Source: an optimization exercise on an open RTL-to-GDS flow (aim: small area, a short achievable clock period and few clock cycles). Production flows keep margins and buffers that such runs may drop. In this exercise RTL edits were held to simulation tests only and were not proved equivalent to the original. Power is estimated from default activity; no workload was simulated.

==> flow/design.v (excerpt) <==
module lcd_draw (
    input  wire        clk,
    input  wire        rst,           
    input  wire        cmd_valid,
    output wire        cmd_ready,
    input  wire [7:0]  cmd_op,
    input  wire [31:0] cmd_arg0,
    input  wire [31:0] cmd_arg1,
    input  wire [15:0] cmd_color,
    output wire        out_valid,
    input  wire        out_ready,
    output wire [7:0]  out_data,
    output wire        out_dc,
    output wire        out_last,
    output wire        idle
);
    localparam [3:0] K_NONE = 4'h0, K_WIN = 4'h2, K_ROT = 4'h3, K_FILL = 4'h4,
                     K_FRECT = 4'h5, K_PIX = 4'h6, K_HL = 4'h7, K_VL = 4'h8,
                     K_RECT = 4'h9, K_LINE = 4'hA;
    localparam [3:0] G_IDLE = 4'd0,
                     G_D1 = 4'd1, G_D2 = 4'd2, G_D3 = 4'd3, G_D4 = 4'd4,    
                     G_RUN = 4'd5,                                        
                     G_S1 = 4'd6, G_S2 = 4'd7, G_S3 = 4'd8, G_S4 = 4'd9,  
  ...
==> flow/config.mk <==
export PLATFORM = sky130hd
export DESIGN_NAME = lcd_draw
export DESIGN_NICKNAME = lcd_draw
export VERILOG_FILES = /design/flow/design.v
export SDC_FILE = /design/flow/constraint.sdc
export NUM_CORES = 4
export LEC_CHECK = 0
export CAP_MARGIN = 20
export CORE_MARGIN = 2
export CORE_UTILIZATION = 40
export SETUP_SLACK_MARGIN = 5
export SLEW_MARGIN = 20
==> flow/constraint.sdc <==
create_clock -name core_clock -period 9.5 [get_ports {clk}]
set_input_delay 1.9000 -clock core_clock [delete_from_list [all_inputs] [get_ports {clk}]]
set_output_delay 1.9000 -clock core_clock [all_outputs]
set_load 0.01 [all_outputs]
run.sh (not shown) runs the stock make flow with config.mk's settings and CLKGATE_MAP_FILE= SYNTH_SCRIPT=/design/flow/synth_recipe.tcl, a recipe that flattens the netlist after the stock synthesis.
Testbench counts at the start, summed over its fixed seeds: cycles 480,437.
Next try:
--- a/flow/design.v
+++ b/flow/design.v
@@ -216,41 +216,35 @@
                 gn = G_IDLE;
             else if (walk_flush && adv && (x_last || x_clip))
                 gn = G_IDLE;
         end
         endcase
     end
     wire vl_n = k_vl;
     wire s1_again = (g == G_S5B) & cmp;
+    wire d2_d3    = (g == G_D2) & !k_hl & !k_vl;
+    wire a_cin_n  = idle_line | s1_again | (g == G_S1) | (g == G_S2) | (g == G_S3) |
+                    (g == G_S4) | (g == G_S6) | (g == G_S7);
     wire idle_line = (g == G_IDLE) & cmd_op[3] & cmd_op[1];
     wire idle_rect = (g == G_IDLE) & !(cmd_op[3] & cmd_op[1]);
     always @(posedge clk) begin
-        if (rst) begin
-            g       <= G_IDLE;
-            ov      <= 1'b0;
-            sv      <= 1'b0;
-            {ps_xb, ps_yb, ps_k, ps_kh, qs_xa, qs_ya, qs_k, qs_dy, a_inv, a_cin, a_walk} <= 11'd0;
-            swapped <= 1'b0;
-            em_busy <= 1'b0;
-        end else begin
+        begin
             g <= gn;
-            ps_xb  <= idle_line | idle_rect | (gn == G_D2 && !vl_n) | s1_again;
-            ps_yb  <= (gn == G_D2 && vl_n) || (gn == G_D3) || (gn == G_D4) || (gn == G_S2);
-            ps_k   <= (gn == G_S5) || (gn == G_S8);
-            ps_kh  <= (gn == G_S7);
-            qs_xa  <= idle_line | (gn == G_D2 && !vl_n) | s1_again;
-            qs_ya  <= (gn == G_D2 && vl_n) || (gn == G_D4) || (gn == G_S2);
-            qs_k   <= (gn == G_S3);
-            qs_dy  <= (gn == G_S4) || (gn == G_S5) || (gn == G_S7) || (gn == G_S8);
-            a_inv  <= idle_line | idle_rect | s1_again | (gn == G_D3) || (gn == G_S2) || (gn == G_S3) ||
-                      (gn == G_S4) || (gn == G_S5) || (gn == G_S7) || (gn == G_S8);
-            a_cin  <= idle_line | s1_again || (gn == G_S2) || (gn == G_S3) ||
-                      (gn == G_S4) || (gn == G_S5) || (gn == G_S7) || (gn == G_S8);
-            a_walk <= (gn == G_WALK);
+            ps_xb  <= (g == G_IDLE) | ((g == G_D1) & !k_vl) | s1_again;
+            ps_yb  <= ((g == G_D1) & k_vl) | d2_d3 | (g == G_D3) | (g == G_S1);
+            ps_k   <= (g == G_S4) | (g == G_S7);
+            ps_kh  <= (g == G_S6);
+            qs_xa  <= idle_line | ((g == G_D1) & !k_vl) | s1_again;
+            qs_ya  <= ((g == G_D1) & k_vl) | (g == G_D3) | (g == G_S1);
+            qs_k   <= (g == G_S2);
+            qs_dy  <= (g == G_S3) | (g == G_S4) | (g == G_S6) | (g == G_S7);
+            a_inv  <= idle_rect | d2_d3 | a_cin_n;
+            a_cin  <= a_cin_n;
+            a_walk <= (g == G_S8) | (g == G_WALK);
             if (!ov || out_ready) begin
                 if (sv) begin
                     ob <= sb;
                     ov <= 1'b1;
                     sv <= 1'b0;
                 end else begin
                     ob <= {e_last, e_dc, e_data};
                     ov <= em_busy;
@@ -383,10 +377,17 @@
                 end else begin
                     YB <= s;
                     XA <= XA1[15:0];
                 end
             end
             default: ;
             endcase
         end
+        if (rst) begin
+            g       <= G_IDLE;
+            ov      <= 1'b0;
+            sv      <= 1'b0;
+            swapped <= 1'b0;
+            em_busy <= 1'b0;
+        end
     end
 endmodule
After rerunning: Area after synthesis falls by 2.0%. Worst setup slack loses 0.099 ns. Wire length went up by 2.5%. Cell count fell by 1.2%. Critical path depth is higher by 1. Clock skew barely changes. Sequential share of layout area stays flat. Power goes up by 60%. Die area came out lower by 2.0%. Utilization climbs by 0.22 points.
Testbench counts after the change, summed over its fixed seeds: cycles 480,437.

========
## 01-19
lcd_draw, a different RTL version from the one above (not shown whole).
Size: about 1800 cells after synthesis, ~200 flip-flops, ~110 I/O pins.
Design lcd_draw, start of the top module:
module lcd_draw (
    input  wire        clk,
    input  wire        rst,           
    input  wire        cmd_valid,
    output wire        cmd_ready,
    input  wire [7:0]  cmd_op,
    input  wire [31:0] cmd_arg0,
    input  wire [31:0] cmd_arg1,
    input  wire [15:0] cmd_color,
    output reg         out_valid,
    input  wire        out_ready,
    output reg  [7:0]  out_data,
    output reg         out_dc,
    output reg         out_last,
    output wire        idle
);
    localparam [3:0] K_NONE = 4'h0, K_WIN = 4'h2, K_ROT = 4'h3, K_FILL = 4'h4,
                     K_FRECT = 4'h5, K_PIX = 4'h6, K_HL = 4'h7, K_VL = 4'h8,
                     K_RECT = 4'h9, K_LINE = 4'hA;
    localparam [3:0] G_IDLE = 4'd0,
                     G_D1 = 4'd1, G_D2 = 4'd2, G_D3 = 4'd3, G_D4 = 4'd4,    
                     G_RUN = 4'd5,                                        
                     G_S1 = 4'd6, G_S2 = 4'd7, G_S3 = 4'd8, G_S4 = 4'd9,  
                     G_S5 = 4'd10, G_S6 = 4'd11, G_S7 = 4'd12, G_S8 = 4'd13,
                     G_WALK = 4'd14, G_S5B = 4'd15;
    localparam [1:0] M_WIN = 2'd0, M_DATA = 2'd1, M_ROT = 2'd2;
  ...
Settings: LEC_CHECK=0, CAP_MARGIN=20, CORE_MARGIN=2, CORE_UTILIZATION=40, SETUP_SLACK_MARGIN=5, SLEW_MARGIN=20; clock period 9.5 ns.
Having completed the whole flow, 01-19 delivered a layout that passed the timing, design-rule and antenna checks.
Testbench counts of 01-19, summed over its fixed seeds: cycles 480,432.
Inputs modified between 01-19 and 02-07:
--- a/flow/design.v
+++ b/flow/design.v
@@ -32,18 +32,19 @@
     reg         swapped;
     reg  signed [15:0] XA, YA;
     reg  signed [16:0] XB, YB, K, DY;
     reg  [15:0] col;
     reg  [8:0]  xs;                       
     reg         xs_ok;                    
     reg         rph, okr;                 
     reg         steep, sxn, syn;
     reg         em_busy;
+    reg  [1:0]  em_mode;
     reg  [3:0]  bidx;
     reg         in_data, phase;
     reg  [8:0]  wx0, wx1, wy0, wy1;
     wire [8:0] scr_w = swapped ? 9'd320 : 9'd240;
     wire [8:0] scr_h = swapped ? 9'd240 : 9'd320;
     wire [10:0] vXA = {XA[15], XA[15:9] == 7'd0, XA[8:0]};
     wire [10:0] vYA = {YA[15], YA[15:9] == 7'd0, YA[8:0]};
     wire [10:0] vXB = {XB[16], XB[16:9] == 8'd0, XB[8:0]};
     wire [10:0] vYB = {YB[16], YB[16:9] == 8'd0, YB[8:0]};
@@ -89,49 +90,36 @@
             b_over = !b[10] && (!b[9] || (b[8:0] >= ext));
             b_ge   = !b[10] && (!b[9] || (b[8:0] >= a[8:0]));
             chk[9]   = a_in && b_ge && (clamp || !b_over);
             chk[8:0] = b_over ? ext - 9'd1 : b[8:0];
         end
     endfunction
     wire [9:0] chx = chk(cxa, cxb, scr_w, clx);
     wire [9:0] chy = chk(cya, cyb, scr_h, cly);
     wire cand_ok = chx[9] & chy[9];
-    reg  [7:0] rot_m;
-    always @(*) begin
-        case (XA[2:0])
-            3'd0: rot_m = 8'h08;
-            3'd1: rot_m = 8'h68;
-            3'd2: rot_m = 8'hC8;
-            3'd3: rot_m = 8'hA8;
-            3'd4: rot_m = 8'h48;
-            3'd5: rot_m = 8'h28;
-            3'd6: rot_m = 8'h88;
-            default: rot_m = 8'hE8;
-        endcase
-    end
     wire x_end = (wx0 == wx1);
     wire y_end = (wy0 == wy1);
-    wire em_last = k_rot ? bidx[0] :
+    wire em_last = (em_mode == M_ROT) ? bidx[0] :
                    in_data ? (phase & x_end & y_end) :
-                   k_win && (bidx == 4'd10);
+                   (em_mode == M_WIN) && (bidx == 4'd10);
     wire em_finish = em_busy & out_ready & em_last;
     wire em_free = !em_busy | em_finish;
     always @(*) begin
         out_valid = em_busy;
         out_data  = 8'h00;
         out_dc    = 1'b1;
         out_last  = 1'b0;
-        if (k_rot) begin
+        if (em_mode == M_ROT) begin
             if (!bidx[0]) begin
                 out_data = 8'h36;
                 out_dc   = 1'b0;
             end else begin
-                out_data = rot_m;
+                out_data = wx0[7:0];
                 out_last = 1'b1;
             end
         end else if (in_data) begin
             out_data = phase ? col[7:0] : col[15:8];
             out_last = phase & x_end & y_end;
         end else begin
             case (bidx)
                 4'd0:  begin out_data = 8'h2A; out_dc = 1'b0; end
                 4'd1:  out_data = {7'd0, wx0[8]};
@@ -162,18 +150,31 @@
     wire ypos    = !(sxn ^ syn);
     wire y_gone  = ypos ? (!YA[15] && ((YA[15:9] != 7'd0) || (YA[8:0] >= ext_min)))
                         : YA[15];
     wire [16:0] XA1 = {XA[15], XA} + 17'd1;
     wire walk_flush = fneg | x_last | x_clip;
     wire y_ok    = !YA[15] && (YA[15:9] == 7'd0) && (YA[8:0] < ext_min);
     wire accept = cmd_valid & cmd_ready;
     assign cmd_ready = (g == G_IDLE) & !em_busy;
     assign idle      = (g == G_IDLE) & !em_busy;
+    reg  [7:0] rot_m;
+    always @(*) begin
+        case (XA[2:0])
+            3'd0: rot_m = 8'h08;
+            3'd1: rot_m = 8'h68;
+            3'd2: rot_m = 8'hC8;
+            3'd3: rot_m = 8'hA8;
+            3'd4: rot_m = 8'h48;
+            3'd5: rot_m = 8'h28;
+            3'd6: rot_m = 8'h88;
+            default: rot_m = 8'hE8;
+        endcase
+    end
     reg offer;           
     always @(*) begin
         offer = 1'b0;
         if (g == G_RUN)
             offer = rph & okr;
         else if (g == G_WALK)
             offer = walk_flush & xs_ok & y_ok;
     end
     wire take = offer & em_free;
@@ -229,22 +230,23 @@
             qs_k   <= (gn == G_S3);
             qs_dy  <= (gn == G_S4) || (gn == G_S5) || (gn == G_S7) || (gn == G_S8);
             a_inv  <= (gn == G_D1) || (gn == G_D3) || (gn == G_S1) || (gn == G_S2) || (gn == G_S3) ||
                       (gn == G_S4) || (gn == G_S5) || (gn == G_S7) || (gn == G_S8);
             a_cin  <= (gn == G_S1) || (gn == G_S2) || (gn == G_S3) ||
                       (gn == G_S4) || (gn == G_S5) || (gn == G_S7) || (gn == G_S8);
             a_walk <= (gn == G_WALK);
             if (em_free) begin
                 em_busy <= offer;
+                em_mode <= k_rot ? M_ROT : k_win ? M_WIN : M_DATA;
                 bidx    <= 4'd0;
                 in_data <= 1'b0;
                 phase   <= 1'b0;
-                wx0     <= cxa[8:0];
+                wx0     <= k_rot ? {1'b0, rot_m} : cxa[8:0];
                 wx1     <= chx[8:0];
                 wy0     <= cya[8:0];
                 wy1     <= chy[8:0];
             end else if (em_busy && out_ready) begin
                 if (em_finish)
                     em_busy <= 1'b0;
                 if (in_data) begin
                     phase <= !phase;
                     if (phase) begin
Notes after the runs:
Going from 01-19 to 02-07, overall track demand over capacity in global routing shrinks by 1.1 points.
Looking at most common cell after layout, fill and taps aside, the sky130_fd_sc_hd__nor2_1 result is from 02-07; the sky130_fd_sc_hd__edfxtp_1 one comes from 01-19.
Setup slack, 02-07 and 01-19: larger value in 02-07
Going from 01-19 to 02-07, share of power burned in combinational logic moved up; arrival time of data at the critical path endpoint down 50 ps; clock network fraction of total power now smaller; proportion of final cell area spent on non-clock buffers shrank by 1.0 points.
Testbench counts of 02-07, summed over its fixed seeds: cycles 480,432.

-- afterwards: timing with drivers on the ports --
The results above use ideal ports. As a check the final layouts listed here were re-extracted and re-timed, cells and wires unchanged. Step 1 assumes that a clkbuf_16 drives the clock port and a buf_2 every other input. Step 2 adds t to the input delays and takes it off the output delays; t is the mean of the earliest and latest rising clock arrival at the registers after step 1. Input paths then give back, and output paths get back, about the clock's delay inside the block. Slacks: ideal / step 1 / step 2; pairs: ideal / step 1.
| run | t, ns | setup WS [ns] | worst setup path after step 2 | pins driven straight from the clock port |
|---|---|---|---|---|
| the first run of note 1 | 0.619 | 5.205 / 5.145 / 5.001 | input to register | 1 |
| the second run of note 1 | 0.623 | 5.106 / 5.049 / 5.253 | register to register | 1 |
| 01-19 | 0.601 | 4.911 / 4.856 / 4.657 | input to register | 1 |
| 02-07 | 0.611 | 4.960 / 4.903 / 4.785 | input to register | 1 |
After both steps setup and hold are still met in every run listed. For 01-19, which loses most, drivers alone change the setup slack by -0.055 ns; drivers and shift together by -0.254 ns.
